Source: an optimization exercise on an open RTL-to-GDS flow (aim: a short achievable clock period and few clock cycles). Production flows keep margins and buffers that such runs may drop. Only simulation tests tie the RTL to the original design; equivalence was not proved. Power figures rest on the tool's default switching activity, not on a simulated workload.

$ cat flow/config.mk
export PLATFORM = sky130hd
export DESIGN_NAME = spark16_core
export DESIGN_NICKNAME = spark16_core
export VERILOG_FILES = /design/flow/design.v
export SDC_FILE = /design/flow/constraint.sdc
export NUM_CORES = 4
export LEC_CHECK = 0
export ABC_CLOCK_PERIOD_IN_PS = 3000
export CAP_MARGIN = 40
export CORE_MARGIN = 2
export CORE_UTILIZATION = 40
export SETUP_SLACK_MARGIN = 4
export SLEW_MARGIN = 30
export TNS_END_PERCENT = 20
$ cat flow/constraint.sdc
create_clock -name core_clock -period 10.0 [get_ports {clk}]
set_input_delay 2.0000 -clock core_clock [delete_from_list [all_inputs] [get_ports {clk}]]
set_output_delay 2.0000 -clock core_clock [all_outputs]
set_load 0.01 [all_outputs]
$ cat flow/design.v
module spark16_core (
    input  wire        clk,
    input  wire        rst,           
    input  wire        load,
    input  wire [15:0] load_start,
    input  wire [15:0] load_len,
    output reg         mem_valid,
    output reg         mem_we,
    output reg  [15:0] mem_addr,
    output reg  [15:0] mem_wdata,
    input  wire        mem_ready,
    input  wire [15:0] mem_rdata,
    output wire        halted,
    output wire        faulted,
    output wire [2:0]  fault_kind,
    input  wire [3:0]  dbg_sel,
    output reg  [15:0] dbg_data
);
    localparam [2:0] F_NONE    = 3'd0;
    localparam [2:0] F_INVALID = 3'd1;    
    localparam [2:0] F_MEMOOB  = 3'd2;    
    localparam [2:0] F_BOUNDS  = 3'd3;    
    localparam [2:0] F_STACK   = 3'd4;    
    localparam [2:0] F_NOTIMPL = 3'd5;    
    localparam integer ICB = 4;           
    localparam integer NIC = 1 << ICB;
    localparam integer DCB = 3;           
    localparam integer NDC = 1 << DCB;
    reg [15:0] rf [1:7];
    reg [15:0] pc, sp;                    
    reg        fz, fc, fn, fv;
    reg        halt_q;
    reg [2:0]  fault_q;
    reg [15:0] prog_start, prog_end;
    reg        run;                       
    reg        stop;                      
    reg        stop_halt;
    reg [2:0]  stop_kind;
    reg [15:0] fpc;                       
    reg        f_busy;                    
    reg        f_sq;                      
    reg [15:0] f_redir;                   
    reg        f_bad;                     
    reg        f_frozen;                  
    reg        fh;                        
    reg [15:0] ras;                       
    reg        iv;
    reg [15:0] ir;
    reg [15:0] ipc;                       
    reg [15:0] inext;                     
    reg [15:0] idaddr;                    
    reg [15:0] opa, opb, opc;             
    reg [2:0]  asel;                      
    reg [15:0] itarget;                   
    reg        inx_tgt;                   
    reg        inx_seq;                   
    reg        mo_v;
    reg        mo_we;
    reg [15:0] mo_addr, mo_wdata;
    reg        mo_nofill;                 
    reg        mq_v;
    reg        mq_we;
    reg [15:0] mq_addr, mq_wdata;
    reg        mq_dpc;
    reg [2:0]  mq_dst;
    reg        mq_nofill;
    reg        mo_dpc;                    
    reg [2:0]  mo_dst;                    
    reg             ic_v    [0:NIC-1];
    reg [15-ICB:0]  ic_tag  [0:NIC-1];    
    reg [15:0]      ic_data [0:NIC-1];
    reg [15:0]      ic_nxt  [0:NIC-1];    
    reg             dc_v    [0:NDC-1];
    reg [15-DCB:0]  dc_tag  [0:NDC-1];    
    reg [15:0]      dc_data [0:NDC-1];
    assign halted     = halt_q;
    assign fault_kind = fault_q;
    assign faulted    = (fault_q != F_NONE);
    wire [15:0] x [0:7];
    assign x[0] = 16'h0000;
    genvar g;
    generate
        for (g = 1; g < 8; g = g + 1) begin : g_x
            assign x[g] = rf[g];
        end
    endgenerate
    wire [15:0] flags16 = {12'h000, fv, fn, fc, fz};
    wire [ICB-1:0] fidx = fpc[ICB:1];
    wire [15-ICB:0] ftag = {fpc[15:ICB+1], fpc[0]};
    wire        f_hit  = ic_v[fidx] && (ic_tag[fidx] == ftag);
    wire        f_on   = run && !stop && !f_frozen;
    wire        f_req  = f_busy || (f_on && !fh && !mo_v);
    wire        f_acc  = f_req && mem_ready;
    wire        mo_acc = mo_v && !f_req && mem_ready;
    wire        f_csel  = !f_busy && fh;           
    wire        f_cache = f_on && f_csel && f_hit;
    wire        f_got   = f_cache || (f_acc && !f_sq && f_on);
    wire [15:0] f_word  = f_csel ? ic_data[fidx] : mem_rdata;
    wire [15:0] nx_c   = ic_nxt[fidx];
    wire        h_nx   = ic_v[nx_c[ICB:1]]    && (ic_tag[nx_c[ICB:1]]    == {nx_c[15:ICB+1], nx_c[0]});
    wire        h_ras  = ic_v[ras[ICB:1]]     && (ic_tag[ras[ICB:1]]     == {ras[15:ICB+1], ras[0]});
    wire        h_seq  = ic_v[fpc2[ICB:1]]    && (ic_tag[fpc2[ICB:1]]    == {fpc2[15:ICB+1], fpc2[0]});
    wire        h_tgt  = ic_v[itarget[ICB:1]] && (ic_tag[itarget[ICB:1]] == {itarget[15:ICB+1], itarget[0]});
    wire [3:0]  m_op    = mem_rdata[15:12];
    wire [15:0] fpc2    = fpc + 16'd2;
    wire [15:0] m_tgt   = fpc2 + {{4{mem_rdata[11]}}, mem_rdata[11:0]};
    wire        m_jump  = (m_op == 4'h9) || (m_op == 4'hA) ||
                          ((m_op >= 4'hB) && (m_op <= 4'hD) && mem_rdata[11]);
    wire [15:0] m_pred  = m_jump ? m_tgt : fpc2;
    wire [15:0] f_tgt   = fpc2 + {{4{f_word[11]}}, f_word[11:0]};
    wire        f_isret = (f_word[15:12] == 4'h1) && (f_word[2:0] == 3'd3);
    wire [15:0] f_pnext = f_isret ? ras : f_csel ? nx_c : m_pred;
    wire        h_pnext = f_isret ? h_ras : f_csel ? h_nx : (!m_jump && h_seq);
    wire [15:0] ipc2       = ipc + 16'd2;
    wire [15:0] inst_end   = (ipc >= 16'hFFFE) ? 16'hFFFF : ipc2;
    wire        bounds_bad = (ipc < prog_start) || (inst_end > prog_end);
    wire        fetch_oob  = (ipc == 16'hFFFF);
    wire [3:0]  op    = ir[15:12];
    wire [2:0]  rd    = ir[11:9];
    wire [2:0]  rs    = ir[8:6];
    wire [2:0]  rt    = ir[5:3];
    wire [2:0]  funct = ir[2:0];
    wire [7:0]  imm8  = ir[7:0];
    wire [3:0]  sub   = ir[11:8];
    wire [2:0]  esel  = ir[7:5];
    wire [2:0]  ert   = ir[4:2];
    wire [15:0] target = itarget;
    wire i_ldr   = (op == 4'h1) && (funct == 3'd0);
    wire i_str   = (op == 4'h1) && (funct == 3'd1);
    wire i_ret   = (op == 4'h1) && (funct == 3'd3);
    wire i_push  = (op == 4'h1) && (funct == 3'd4);
    wire i_pop   = (op == 4'h1) && (funct == 3'd5);
    wire i_ld    = (op == 4'h2);
    wire i_st    = (op == 4'h3);
    wire i_call  = (op == 4'h9);
    wire i_mfsts = (op == 4'hF) && (sub == 4'h1 || sub == 4'h2);
    wire i_mtspc = (op == 4'hF) && (sub == 4'h2) && (esel == 3'd0);
    wire i_mtssp = (op == 4'hF) && (sub == 4'h2) && (esel == 3'd1);
    wire i_inv   = ((op == 4'h1) && funct[2] && funct[1]) ||
                   (op == 4'hE) ||
                   (i_mfsts && (esel > 3'd2)) ||
                   ((op == 4'hF) && (sub >= 4'h3) && (sub <= 4'hD));
    wire i_sys   = (op == 4'hF) && (sub == 4'hE);
    wire i_halt  = (op == 4'hF) && (sub == 4'hF);
    wire i_dn    = i_push || i_call;
    wire i_up    = i_pop || i_ret;
    wire i_stkof = (i_dn && (sp < 16'd2)) || (i_up && (sp == 16'hFFFF));
    wire i_memop = i_ldr || i_str || i_ld || i_st || i_dn || i_up;
    wire i_end   = bounds_bad || fetch_oob || i_inv || i_sys || i_halt || i_stkof;
    wire i_jump  = (op >= 4'h9) && (op <= 4'hD);
    wire i_taken = (op == 4'h9) || (op == 4'hA) ||
                   ((op == 4'hB) && fz) ||
                   ((op == 4'hC) && !fz) ||
                   ((op == 4'hD) && !fz && (fn == fv));
    wire [2:0]  ldst  = (mo_v && !mo_we) ? mo_dst : 3'd0;
    wire [2:0]  ldst2 = (mq_v && !mq_we) ? mq_dst : 3'd0;
    wire i_uses_ld = ((ldst != 3'd0) && (
                      ((op == 4'h0) && (rd == ldst || rs == ldst || rt == ldst)) ||
                      ((op == 4'h1) && (rd == ldst || rs == ldst || rt == ldst)) ||
                      ((op >= 4'h2) && (op <= 4'h8) && (rd == ldst)) ||
                      ((op == 4'hF) && (ert == ldst)))) ||
                     ((ldst2 != 3'd0) && (
                      ((op == 4'h0) && (rd == ldst2 || rs == ldst2 || rt == ldst2)) ||
                      ((op == 4'h1) && (rd == ldst2 || rs == ldst2 || rt == ldst2)) ||
                      ((op >= 4'h2) && (op <= 4'h8) && (rd == ldst2)) ||
                      ((op == 4'hF) && (ert == ldst2))));
    wire        d_we    = i_str || i_st || i_dn;
    wire [15:0] d_addr  = idaddr;
    wire [15:0] d_wdata = i_dn ? (i_call ? ipc2 : xa) : xc;
    wire i_load  = i_ldr || i_ld || i_up;
    wire [DCB-1:0] didx = d_addr[DCB-1:0];
    wire dc_hit  = dc_v[didx] && (dc_tag[didx] == d_addr[15:DCB]);
    wire [15:0] dc_word = dc_data[didx];
    wire i_xfer  = i_memop && !(i_load && dc_hit);    
    wire ex   = iv && !stop && !(((mq_v && i_xfer) || i_uses_ld) && !i_end);
    wire xdo  = ex && !i_end;                         
    wire [15:0] xa = opa;                 
    wire [15:0] xc = opc;                 
    wire [15:0] actual_next = (i_jump && i_taken) ? target :
                              i_mtspc             ? xa     :
                              i_ret               ? dc_word : ipc2;
    wire ret_miss = i_ret && !dc_hit;
    wire mispred  = xdo && !ret_miss && (
                    (i_jump && i_taken)  ? !inx_tgt :
                    (i_mtspc || i_ret)   ? (actual_next != inext) : !inx_seq);
    wire        st_ex = xdo && d_we;
    wire [15:0] st_lo = d_addr - 16'd1;
    wire [15:0] st_hi = d_addr + 16'd1;
    wire        st_f  = st_ex && ((fpc == st_lo) || (fpc == d_addr) || (fpc == st_hi));
    wire kill     = (ex && i_end) || (xdo && ret_miss) || mispred || st_f;
    wire [15:0] new_fpc = mispred ? actual_next : fpc;
    wire ir_take  = f_got && (!iv || ex) && !kill;
    wire [15:0] sp_dn = sp - 16'd2;
    wire [15:0] sp_up = sp + 16'd2;
    wire [15:0] spn   = !iv     ? sp    :
                        i_dn    ? sp_dn :
                        i_up    ? sp_up :
                        i_mtssp ? xa    : sp;
    wire [3:0]  w_op  = f_word[15:12];
    wire        xw_now = xdo && x_rf_we && (x_rf_sel != 3'd0);
    wire        mw_now = mo_acc && !mo_we && !mo_dpc && (mo_dst != 3'd0);
    wire [2:0]  w_asel = (w_op == 4'h0 || w_op == 4'h1) ? f_word[8:6] :
                         (w_op == 4'hF)                 ? f_word[4:2] : f_word[11:9];
    wire [2:0]  w_bsel = f_word[5:3];
    wire [2:0]  w_csel = f_word[11:9];
    wire [15:0] w_opa  = (xw_now && x_rf_sel == w_asel) ? x_rf_val :
                         (mw_now && mo_dst == w_asel)   ? mem_rdata : x[w_asel];
    wire [15:0] w_opb  = (xw_now && x_rf_sel == w_bsel) ? x_rf_val :
                         (mw_now && mo_dst == w_bsel)   ? mem_rdata : x[w_bsel];
    wire [15:0] w_opc  = (xw_now && x_rf_sel == w_csel) ? x_rf_val :
                         (mw_now && mo_dst == w_csel)   ? mem_rdata : x[w_csel];
    wire [2:0]  w_fn  = f_word[2:0];
    reg  [15:0] w_daddr;
    always @* begin
        if (w_op == 4'h1 && (w_fn == 3'd4 || w_fn == 3'd3 || w_fn == 3'd5))
            w_daddr = (w_fn == 3'd4) ? spn - 16'd2 : spn;      
        else if (w_op == 4'h1)
            w_daddr = {13'd0, f_word[8:6]};                    
        else if (w_op == 4'h9)
            w_daddr = spn - 16'd2;                             
        else
            w_daddr = {8'h00, f_word[7:0]};                    
    end
    wire [15:0] xb_r = opb;               
    reg  [15:0] alu_b;
    reg  [2:0]  alu_op;                   
    reg  [15:0] alu_r;
    reg         alu_c, alu_v;
    reg  [16:0] sum;
    reg  [31:0] wide;
    always @* begin
        case (op)
            4'h0:    begin alu_b = xb_r;                       alu_op = funct; end
            4'h1:    begin alu_b = xb_r;                       alu_op = 3'd1;  end
            4'h4:    begin alu_b = {{8{imm8[7]}}, imm8};       alu_op = 3'd0;  end
            4'h5:    begin alu_b = {8'h00, imm8};              alu_op = 3'd2;  end
            4'h6:    begin alu_b = {8'h00, imm8};              alu_op = 3'd3;  end
            default: begin alu_b = {{8{imm8[7]}}, imm8};       alu_op = 3'd1;  end
        endcase
        sum   = 17'd0;
        wide  = 32'd0;
        alu_c = 1'b0;
        alu_v = 1'b0;
        case (alu_op)
            3'd0: begin
                sum   = {1'b0, xa} + {1'b0, alu_b};
                alu_r = sum[15:0];
                alu_c = sum[16];
                alu_v = (~xa[15] & ~alu_b[15] &  alu_r[15]) |
                        ( xa[15] &  alu_b[15] & ~alu_r[15]);
            end
            3'd1: begin
                sum   = {1'b0, xa} - {1'b0, alu_b};
                alu_r = sum[15:0];
                alu_c = sum[16];                       
                alu_v = (~xa[15] &  alu_b[15] &  alu_r[15]) |
                        ( xa[15] & ~alu_b[15] & ~alu_r[15]);
            end
            3'd2: alu_r = xa & alu_b;
            3'd3: alu_r = xa | alu_b;
            3'd4: alu_r = xa ^ alu_b;
            3'd5: alu_r = ~xa;
            3'd6: begin
                wide  = {16'h0000, xa} << alu_b[3:0];
                alu_r = wide[15:0];
                alu_c = wide[16];                      
            end
            default: begin
                wide  = {xa, 16'h0000} >> alu_b[3:0];
                alu_r = wide[31:16];
                alu_c = wide[15];                      
            end
        endcase
    end
    wire alu_z = (alu_r == 16'h0000);
    wire alu_n = alu_r[15];
    reg         x_rf_we;
    reg  [2:0]  x_rf_sel;
    reg  [15:0] x_rf_val;
    reg         x_fl_we;
    reg  [3:0]  x_fl_val;                 
    always @* begin
        x_rf_we  = 1'b0;
        x_rf_sel = rd;
        x_rf_val = alu_r;
        x_fl_we  = 1'b0;
        x_fl_val = {alu_v, alu_n, alu_c, alu_z};
        case (op)
            4'h0: begin
                x_rf_we = 1'b1;
                if ((funct == 3'd6 || funct == 3'd7) && xb_r[3:0] == 4'd0)
                    x_rf_val = xa;                     
                else
                    x_fl_we = 1'b1;
            end
            4'h1: begin
                x_fl_we = (funct == 3'd2);             
                if ((funct == 3'd0 || funct == 3'd5) && dc_hit) begin
                    x_rf_we  = 1'b1;                   
                    x_rf_val = dc_word;
                end
            end
            4'h2: begin                                
                x_rf_we  = dc_hit;
                x_rf_val = dc_word;
            end
            4'h4, 4'h5, 4'h6: begin
                x_rf_we = 1'b1;
                x_fl_we = 1'b1;
            end
            4'h7: begin                                
                x_rf_we  = 1'b1;
                x_rf_val = {imm8, 8'h00};
            end
            4'h8: x_fl_we = 1'b1;                      
            4'hF: begin
                if (sub == 4'h1 && esel <= 3'd2) begin    
                    x_rf_we  = 1'b1;
                    x_rf_sel = ert;
                    x_rf_val = (esel == 3'd0) ? ipc2 :
                               (esel == 3'd1) ? sp : flags16;
                end
                if (sub == 4'h2 && esel == 3'd2) begin    
                    x_fl_we  = 1'b1;
                    x_fl_val = {xa[3], xa[2], xa[1], xa[0]};
                end
            end
            default: ;
        endcase
    end
    wire        end_halt = !bounds_bad && !fetch_oob && i_halt;
    wire [2:0]  end_kind = bounds_bad ? F_BOUNDS :
                           fetch_oob  ? F_MEMOOB :
                           i_inv      ? F_INVALID :
                           i_sys      ? F_NOTIMPL :
                           i_halt     ? F_NONE : F_STACK;
    wire        bus_clear = (!mo_v || (mo_acc && !mq_v)) && (!f_req || f_acc);
    always @* begin
        mem_valid = f_req || mo_v;
        mem_we    = mo_v && !f_busy && mo_we;
        mem_addr  = (mo_v && !f_busy) ? mo_addr : fpc;
        mem_wdata = mo_wdata;
    end
    always @* begin
        case (dbg_sel)
            4'd0, 4'd1, 4'd2, 4'd3, 4'd4, 4'd5, 4'd6, 4'd7:
                     dbg_data = x[dbg_sel[2:0]];
            4'd8:    dbg_data = pc;
            4'd9:    dbg_data = sp;
            4'd10:   dbg_data = flags16;
            4'd11:   dbg_data = prog_start;
            4'd12:   dbg_data = prog_end;
            default: dbg_data = 16'h0000;
        endcase
    end
    integer i;
    always @(posedge clk) begin
        if (rst) begin
            for (i = 1; i < 8; i = i + 1)
                rf[i] <= 16'h0000;
            for (i = 0; i < NIC; i = i + 1)
                ic_v[i] <= 1'b0;
            for (i = 0; i < NDC; i = i + 1)
                dc_v[i] <= 1'b0;
            pc         <= 16'h0000;
            sp         <= 16'h0000;
            fz         <= 1'b0;
            fc         <= 1'b0;
            fn         <= 1'b0;
            fv         <= 1'b0;
            halt_q     <= 1'b0;
            fault_q    <= F_NONE;
            prog_start <= 16'h0000;
            prog_end   <= 16'h0000;
            run        <= 1'b1;
            stop       <= 1'b0;
            fpc        <= 16'h0000;
            f_busy     <= 1'b0;
            f_sq       <= 1'b0;
            f_bad      <= 1'b0;
            f_frozen   <= 1'b0;
            fh         <= 1'b0;
            ras        <= 16'h0000;
            iv         <= 1'b0;
            mo_v       <= 1'b0;
            mq_v       <= 1'b0;
            mo_we      <= 1'b0;
            mo_addr    <= 16'h0000;
            mo_wdata   <= 16'h0000;
            mo_dpc     <= 1'b0;
            mo_dst     <= 3'd0;
        end else if (load) begin
            for (i = 0; i < NIC; i = i + 1)
                ic_v[i] <= 1'b0;
            for (i = 0; i < NDC; i = i + 1)
                dc_v[i] <= 1'b0;
            prog_start <= load_start;
            prog_end   <= load_start + load_len;
            pc         <= load_start;
            sp         <= 16'hFFFE;
            halt_q     <= 1'b0;
            fault_q    <= F_NONE;
            run        <= 1'b1;
            stop       <= 1'b0;
            fpc        <= load_start;
            f_busy     <= 1'b0;
            f_sq       <= 1'b0;
            f_bad      <= 1'b0;
            f_frozen   <= 1'b0;
            fh         <= 1'b0;
            iv         <= 1'b0;
        end else begin
            if (mo_acc) begin
                mo_v <= 1'b0;
                if (!mo_we) begin
                    if (mo_dpc) begin
                        fpc      <= mem_rdata;    
                        f_frozen <= 1'b0;
                    end else if (mo_dst != 3'd0) begin
                        rf[mo_dst] <= mem_rdata;
                    end
                    if (!mo_nofill && !st_ex) begin
                        dc_v[mo_addr[DCB-1:0]]    <= 1'b1;
                        dc_tag[mo_addr[DCB-1:0]]  <= mo_addr[15:DCB];
                        dc_data[mo_addr[DCB-1:0]] <= mem_rdata;
                    end
                end
                if (mq_v) begin                  
                    mo_v      <= 1'b1;
                    mo_we     <= mq_we;
                    mo_addr   <= mq_addr;
                    mo_wdata  <= mq_wdata;
                    mo_dpc    <= mq_dpc;
                    mo_dst    <= mq_dst;
                    mo_nofill <= mq_nofill || st_ex;
                    mq_v      <= 1'b0;
                end
            end else if (st_ex) begin
                mo_nofill <= 1'b1;
            end
            if (st_ex)
                mq_nofill <= 1'b1;
            f_busy <= f_req && !mem_ready;
            if (f_acc) begin
                f_sq  <= 1'b0;
                f_bad <= 1'b0;
                if (!f_bad && !st_ex) begin
                    ic_v[fidx]    <= 1'b1;
                    ic_tag[fidx]  <= ftag;
                    ic_data[fidx] <= mem_rdata;
                    ic_nxt[fidx]  <= m_pred;
                end
            end else if (f_req && st_ex) begin
                f_bad <= 1'b1;
            end
            if (kill) begin
                if (f_req && !mem_ready) begin
                    f_sq    <= 1'b1;
                    f_redir <= new_fpc;
                    fh      <= 1'b0;
                end else begin
                    fpc <= new_fpc;
                    fh  <= mispred && i_jump && i_taken && h_tgt;
                end
            end else if (f_acc && f_sq) begin
                fpc <= f_redir;
                fh  <= 1'b0;
            end else if (ir_take) begin
                fpc <= f_pnext;
                fh  <= h_pnext;
            end else begin
                fh  <= f_hit || f_acc;
            end
            if (mo_acc && !mo_we && mo_dpc)
                fh  <= 1'b0;                     
            if (ir_take) begin
                iv    <= 1'b1;
                ir    <= f_word;
                ipc   <= fpc;
                inext <= f_pnext;
                idaddr <= w_daddr;
                opa    <= w_opa;
                opb    <= w_opb;
                opc    <= w_opc;
                asel   <= w_asel;
                itarget <= f_tgt;
                inx_tgt <= (f_pnext == f_tgt);
                inx_seq <= (f_pnext == fpc2);
            end else begin
                if (ex)
                    iv <= 1'b0;
                if (mw_now && mo_dst == asel) opa <= mem_rdata;
                if (mw_now && mo_dst == rt)   opb <= mem_rdata;
                if (mw_now && mo_dst == rd)   opc <= mem_rdata;
            end
            if (ex && i_end) begin
                pc <= (bounds_bad || fetch_oob) ? ipc : ipc2;
                if (bus_clear) begin
                    run     <= 1'b0;
                    halt_q  <= end_halt;
                    fault_q <= end_kind;
                end else begin
                    stop      <= 1'b1;
                    stop_halt <= end_halt;
                    stop_kind <= end_kind;
                end
            end
            if (stop && bus_clear) begin
                stop    <= 1'b0;
                run     <= 1'b0;
                halt_q  <= stop_halt;
                fault_q <= stop_kind;
            end
            if (xdo) begin
                if (x_rf_we && x_rf_sel != 3'd0) rf[x_rf_sel] <= x_rf_val;
                if (x_fl_we) begin
                    fz <= x_fl_val[0];
                    fc <= x_fl_val[1];
                    fn <= x_fl_val[2];
                    fv <= x_fl_val[3];
                end
                if (i_dn) sp <= sp_dn;
                if (i_up) sp <= sp_up;
                if (i_mtssp) sp <= xa;
                if (ret_miss) f_frozen <= 1'b1;
                if (i_call) ras <= ipc2;
                if (i_xfer) begin
                    if (!mo_v || mo_acc) begin
                        mo_v      <= 1'b1;
                        mo_we     <= d_we;
                        mo_addr   <= d_addr;
                        mo_wdata  <= d_wdata;
                        mo_dpc    <= i_ret;
                        mo_dst    <= rd;
                        mo_nofill <= 1'b0;
                    end else begin
                        mq_v      <= 1'b1;
                        mq_we     <= d_we;
                        mq_addr   <= d_addr;
                        mq_wdata  <= d_wdata;
                        mq_dpc    <= i_ret;
                        mq_dst    <= rd;
                        mq_nofill <= 1'b0;
                    end
                end
                if (d_we) begin
                    for (i = 0; i < NIC; i = i + 1)
                        if (((st_lo[ICB:1] == i) && (ic_tag[i] == {st_lo[15:ICB+1], st_lo[0]})) ||
                            ((d_addr[ICB:1] == i) && (ic_tag[i] == {d_addr[15:ICB+1], d_addr[0]})) ||
                            ((st_hi[ICB:1] == i) && (ic_tag[i] == {st_hi[15:ICB+1], st_hi[0]})))
                            ic_v[i] <= 1'b0;
                    for (i = 0; i < NDC; i = i + 1)
                        if (((st_lo[DCB-1:0] == i) && (dc_tag[i] == st_lo[15:DCB])) ||
                            ((st_hi[DCB-1:0] == i) && (dc_tag[i] == st_hi[15:DCB])))
                            dc_v[i] <= 1'b0;
                    dc_v[didx]    <= 1'b1;
                    dc_tag[didx]  <= d_addr[15:DCB];
                    dc_data[didx] <= d_wdata;
                end
                if (mispred)
                    ic_nxt[ipc[ICB:1]] <= actual_next;
            end
        end
    end
endmodule
$ cat flow/run.sh
#!/bin/bash
# synth_recipe.tcl (not shown) runs the flow's synth.tcl, then flattens the netlist and writes it again
# the make line also repeats each setting of config.mk as NAME=value (left out here)
make -C /OpenROAD-flow-scripts/flow DESIGN_CONFIG=/design/flow/config.mk WORK_HOME=/design/flow/orfs CLKGATE_MAP_FILE= SYNTH_SCRIPT=/design/flow/synth_recipe.tcl finish
==> out/qor.yml <==
sta:
  skew_ns: 0.1154
  period_share_pct: 62.87
  slew_violations: 0
  setup_violations: 0
  max_freq_mhz: 159.1
  slew-limit-headroom_pct: 24.67
  post-route-min-period_ns: 6.287
  hold_violations: 0
  rsz0062_at_grt: "yes"
  final.setup.tns_ns: 0
  worstMarginPinSlew_ns: 1.130
synth:
  synth-simple-area-share_pct: 12.16
  synthTopCellsByCount: "edfxtp_1, nand2_1, xnor2_1"
  postSynthAreaPerCell_um2: 10.66
  synth_xor_area_share_pct: 8.565
  synth_ff_type: "edfxtp_1"
  synth_nets: 9400
  yosysSeqAreaShare_pct: 41.77
  synthArstFlopShare_pct: 0
  synth_area_leaders: "edfxtp_1, mux4_2, mux2i_1"
  synth_top_family_by_area: "multiplexers"
  yosys_warnings: 1
  synth-edff-count: 1240
  synth_top_cell_by_area: "edfxtp_1"
  synthDistinctLibCells: 114
  synth_mux_area_share_pct: 16.98
  synth_compound_area_share_pct: 14.46
  netlist_area_um2: 98070
  synth_fa_ha_area_share_pct: 1.937
  synth.most_common_cell: "edfxtp_1"
  ys_seq_elements: 1426
  synthCells: 9196
  synth_top_cell_area_share_pct: 37.97
floorplanning:
  fp.dieW_um: 499.2
  num_rows: 181
  fp.dieH_um: 499.2
  die-area_um2: 249200
  start_util_pct: 40.28
  num_io_pins: 111
  core_area_um2: 243500
min_path:
  holdCritPathClass: "reg2reg"
worst_setup_path:
  start_kind: "flip-flop"
  path_cells: "buf_4 > buf_12 > inv_1 > buf_4 > ha_4 > ha_1 > nor2b_1 > o31a_1 > o21a_1 > or3_1 > a31oi_4 > a21oi_1 > mux2i_1 > xnor2_1 > or4_1 > or4_1 > nor4_2"
  slowest_delay_ns: 0.60
  crit_slowest_cell: "ha_4"
  arrival_ns: 6.98
  worst_setup_path_end_kind: "flip-flop"
  critPathRequiredTime_ns: 10.70
  rrSetupSlack_ns: 3.71
  path_class: "reg2reg"
  crit_fanout: 61
clocking:
  cts.sinks: 1426
  root_buffer: "clkbuf_16"
  worst_skew_pair.late_latency_ns: 0.90
  holdBufCountCts: 0
  cts_buffers: 164
  cts_buffer_depth: 3
  clk_pin_slew_worst_paths_ns: 0.06
  cts_tree: "built"
  htree_levels: 4
global_routing:
  grt_max_degree: 76
  overflow: 0
  grt_pass1_wl_mm: 664.1
  grt_pass1_vias: 81340
  antenna_found_initial: 46
  grtUsageTotal_pct: 37.70
pwr:
  vdd.ir_drop.worst_mv: 0.1460
  clockPowerShare_pct: 35.7
  power_density_nw_per_um2: 157.9
  netSwitchingFraction_pct: 33.44
  p_seq_share_pct: 38.5
  intPower_mw: 11.77
  p_sw_mw: 5.915
  power_leakage_nw: 38.60
  combPwrFrac_pct: 25.8
  power_mw: 17.69
routing:
  wl_mm: 486.0
  viasPerCell: 6.940
  dr.first_iter.drc_count: 14720
  wl_per_cell_um: 38.68
  drtPass1Iterations: 11
  drc: 0
  ant_nets: 0
  via_count: 87200
flow_run:
  cap_viol_max_count: 0
finish:
  areaGrowthSynthToFinish_pct: 14.22
  nets: 9412
  drive_gt1_share_pct: 17.76
  final_cells: 12570
outcome:
  status: "timing/DRC/antenna clean"
place:
  gp_congestion: 1.059
  dp.final_hpwl_mm: 346.7
  port_buffers: 110
  placed_cells: 12160
==> power groups by stage <==
| stage | Sequential [mW] | Combinational, mW | Clock (mW) |
|---|---|---|---|
| 2_1_floorplan | 6.82 | 2.59 | 0 |
| 3_3_place_gp | 6.94 | 4.12 | 0 |
| 3_5_place_dp | 6.93 | 4.22 | 0 |
| 4_1_cts | 6.79 | 4.32 | 6.34 |
| 5_1_grt | 6.80 | 4.65 | 6.57 |
| 6_report | 6.80 | 4.57 | 6.32 |
==> through the flow <==
stage               area [um^2]  hold slack, ns  worst slack, ns  util, %
floorplan                 98090          0.4029            3.815        -
global placement         103400          0.4278            1.849    42.46
detailed placement       104400          0.4310            2.026    42.89
CTS                      111200          0.4421            3.801    45.68
global route             112000          0.4626            3.696    46.00
finish                   112000          0.4444            3.713    46.01
==> critical path: cells and delay by family (launching register included) <==
family	cells	cell delay, ns
AO/OA/AOI/OAI	4	1.10
XOR/XNOR	1	0.15
adder cells (fa/ha/maj)	2	0.96
buffers and inverters	4	1.26
flip-flops	1	0.39
multiplexers	1	0.44
AND/OR/NAND/NOR	5	1.76
==> final cells by class <==
cell class	instances	area, um^2
diodes	18	45.04
clock buffers	199	4318
clock inverters	104	1294
fillers	22210	131400
inverters	216	838.3
multi-input cells	6773	54710
flip-flops and latches	1426	40990
well taps	3202	4006
repair buffers	627	5817
==> cells in the final DEF, fill, tap and decap left out, types with 47 or more instances in the layout <==
cell type and count:
a211oi_1 169, a21oi_1 483, a22o_1 99, a22oi_1 98
a31oi_1 60, and2_1 55, and3_1 95, buf_4 418
clkbuf_16 166, clkdlybuf4s50_1 76, dfxtp_1 175, edfxtp_1 1240
ha_1 141, inv_1 187, mux2_2 88, mux2i_1 548
mux4_2 447, nand2_1 846, nand2b_1 54, nand3_1 186
nand4_1 143, nor2_1 451, nor3_1 121, nor4_1 120
o211ai_1 102, o21ai_0 437, o221ai_1 47, o22ai_1 82
xnor2_1 545, xor2_1 394
==> cells by family after synthesis <==
kind of cell,count (synthesis)
AND/OR/NAND/NOR,2442
AO/OA/AOI/OAI,2128
flip-flops,1426
multiplexers,1093
buffers and inverters,999
XOR/XNOR,959
adder cells (fa/ha/maj),149
==> final timing paths <==
path | cells after the start | to | start
worst min register to register | 2 | run$_SDFFE_PN1P_ | run$_SDFFE_PN1P_
worst max-delay path | 17 | inx_tgt$_DFFE_PP_ | fpc[1]$_SDFF_PP0_
worst max register to register | 17 | inx_tgt$_DFFE_PP_ | fpc[1]$_SDFF_PP0_
worst min-delay path | 2 | run$_SDFFE_PN1P_ | run$_SDFFE_PN1P_
==> repair_timing <==
| action | CTS | global route |
|---|---|---|
| gates cloned | 4 | 1 |
| setup buffers | 39 | 20 |
| gates resized for setup | 155 | 65 |
| pin swaps | 11 | 13 |
| hold endpoints to repair | 0 | 0 |
| endpoints found under the setup margin | 2041 | 906 |
==> state kept, by name (all words and copies together), names as in the netlist, 104 cells and up, named ones only <==
register and cells:
dc_data 128, ic_nxt 256, ic_tag 192, ic_data 256
dc_tag 104, rf 112
==> per-layer routing <==
metal / up-vias / share of wire, % / wire [um] / global-route usage [%]
met5: - / 0.040 / 195 / 0.03859
met1: 43480 / 37 / 179500 / 48.27
met3: 1566 / 13 / 61720 / 11.16
met2: 6959 / 42 / 203600 / 54.75
li1: 35160 / - / - / -
met4: 28 / 8.4 / 40960 / 25.87
Testbench counts, summed over its fixed seeds: cycles 259,534.

separate check: timing with driven ports:
The flow's constraints put no driver on any port. The routed layout listed below was extracted and timed again, unchanged, in two steps. Step 1, drivers: a clkbuf_16 drives clk and a buf_2 each remaining input, both assumed. Step 2 also shifts input and output timing later by t, the mid clock arrival at the registers, as if the neighbouring blocks saw the same clock. Three values: ideal ports, drivers, drivers and shift; two values: the first two.
shift t [ns]: 0.943
setup slack, ns: 3.713 / 3.713 / 2.787
worst setup path after step 2: input to register
worst register clock-pin slew, ns: 0.07 / 0.07
cell pins on the clock port's net: 1
After both steps this run still meets setup and hold. The setup slack of this run moves by 0.000 ns with the drivers and by -0.926 ns with both steps.
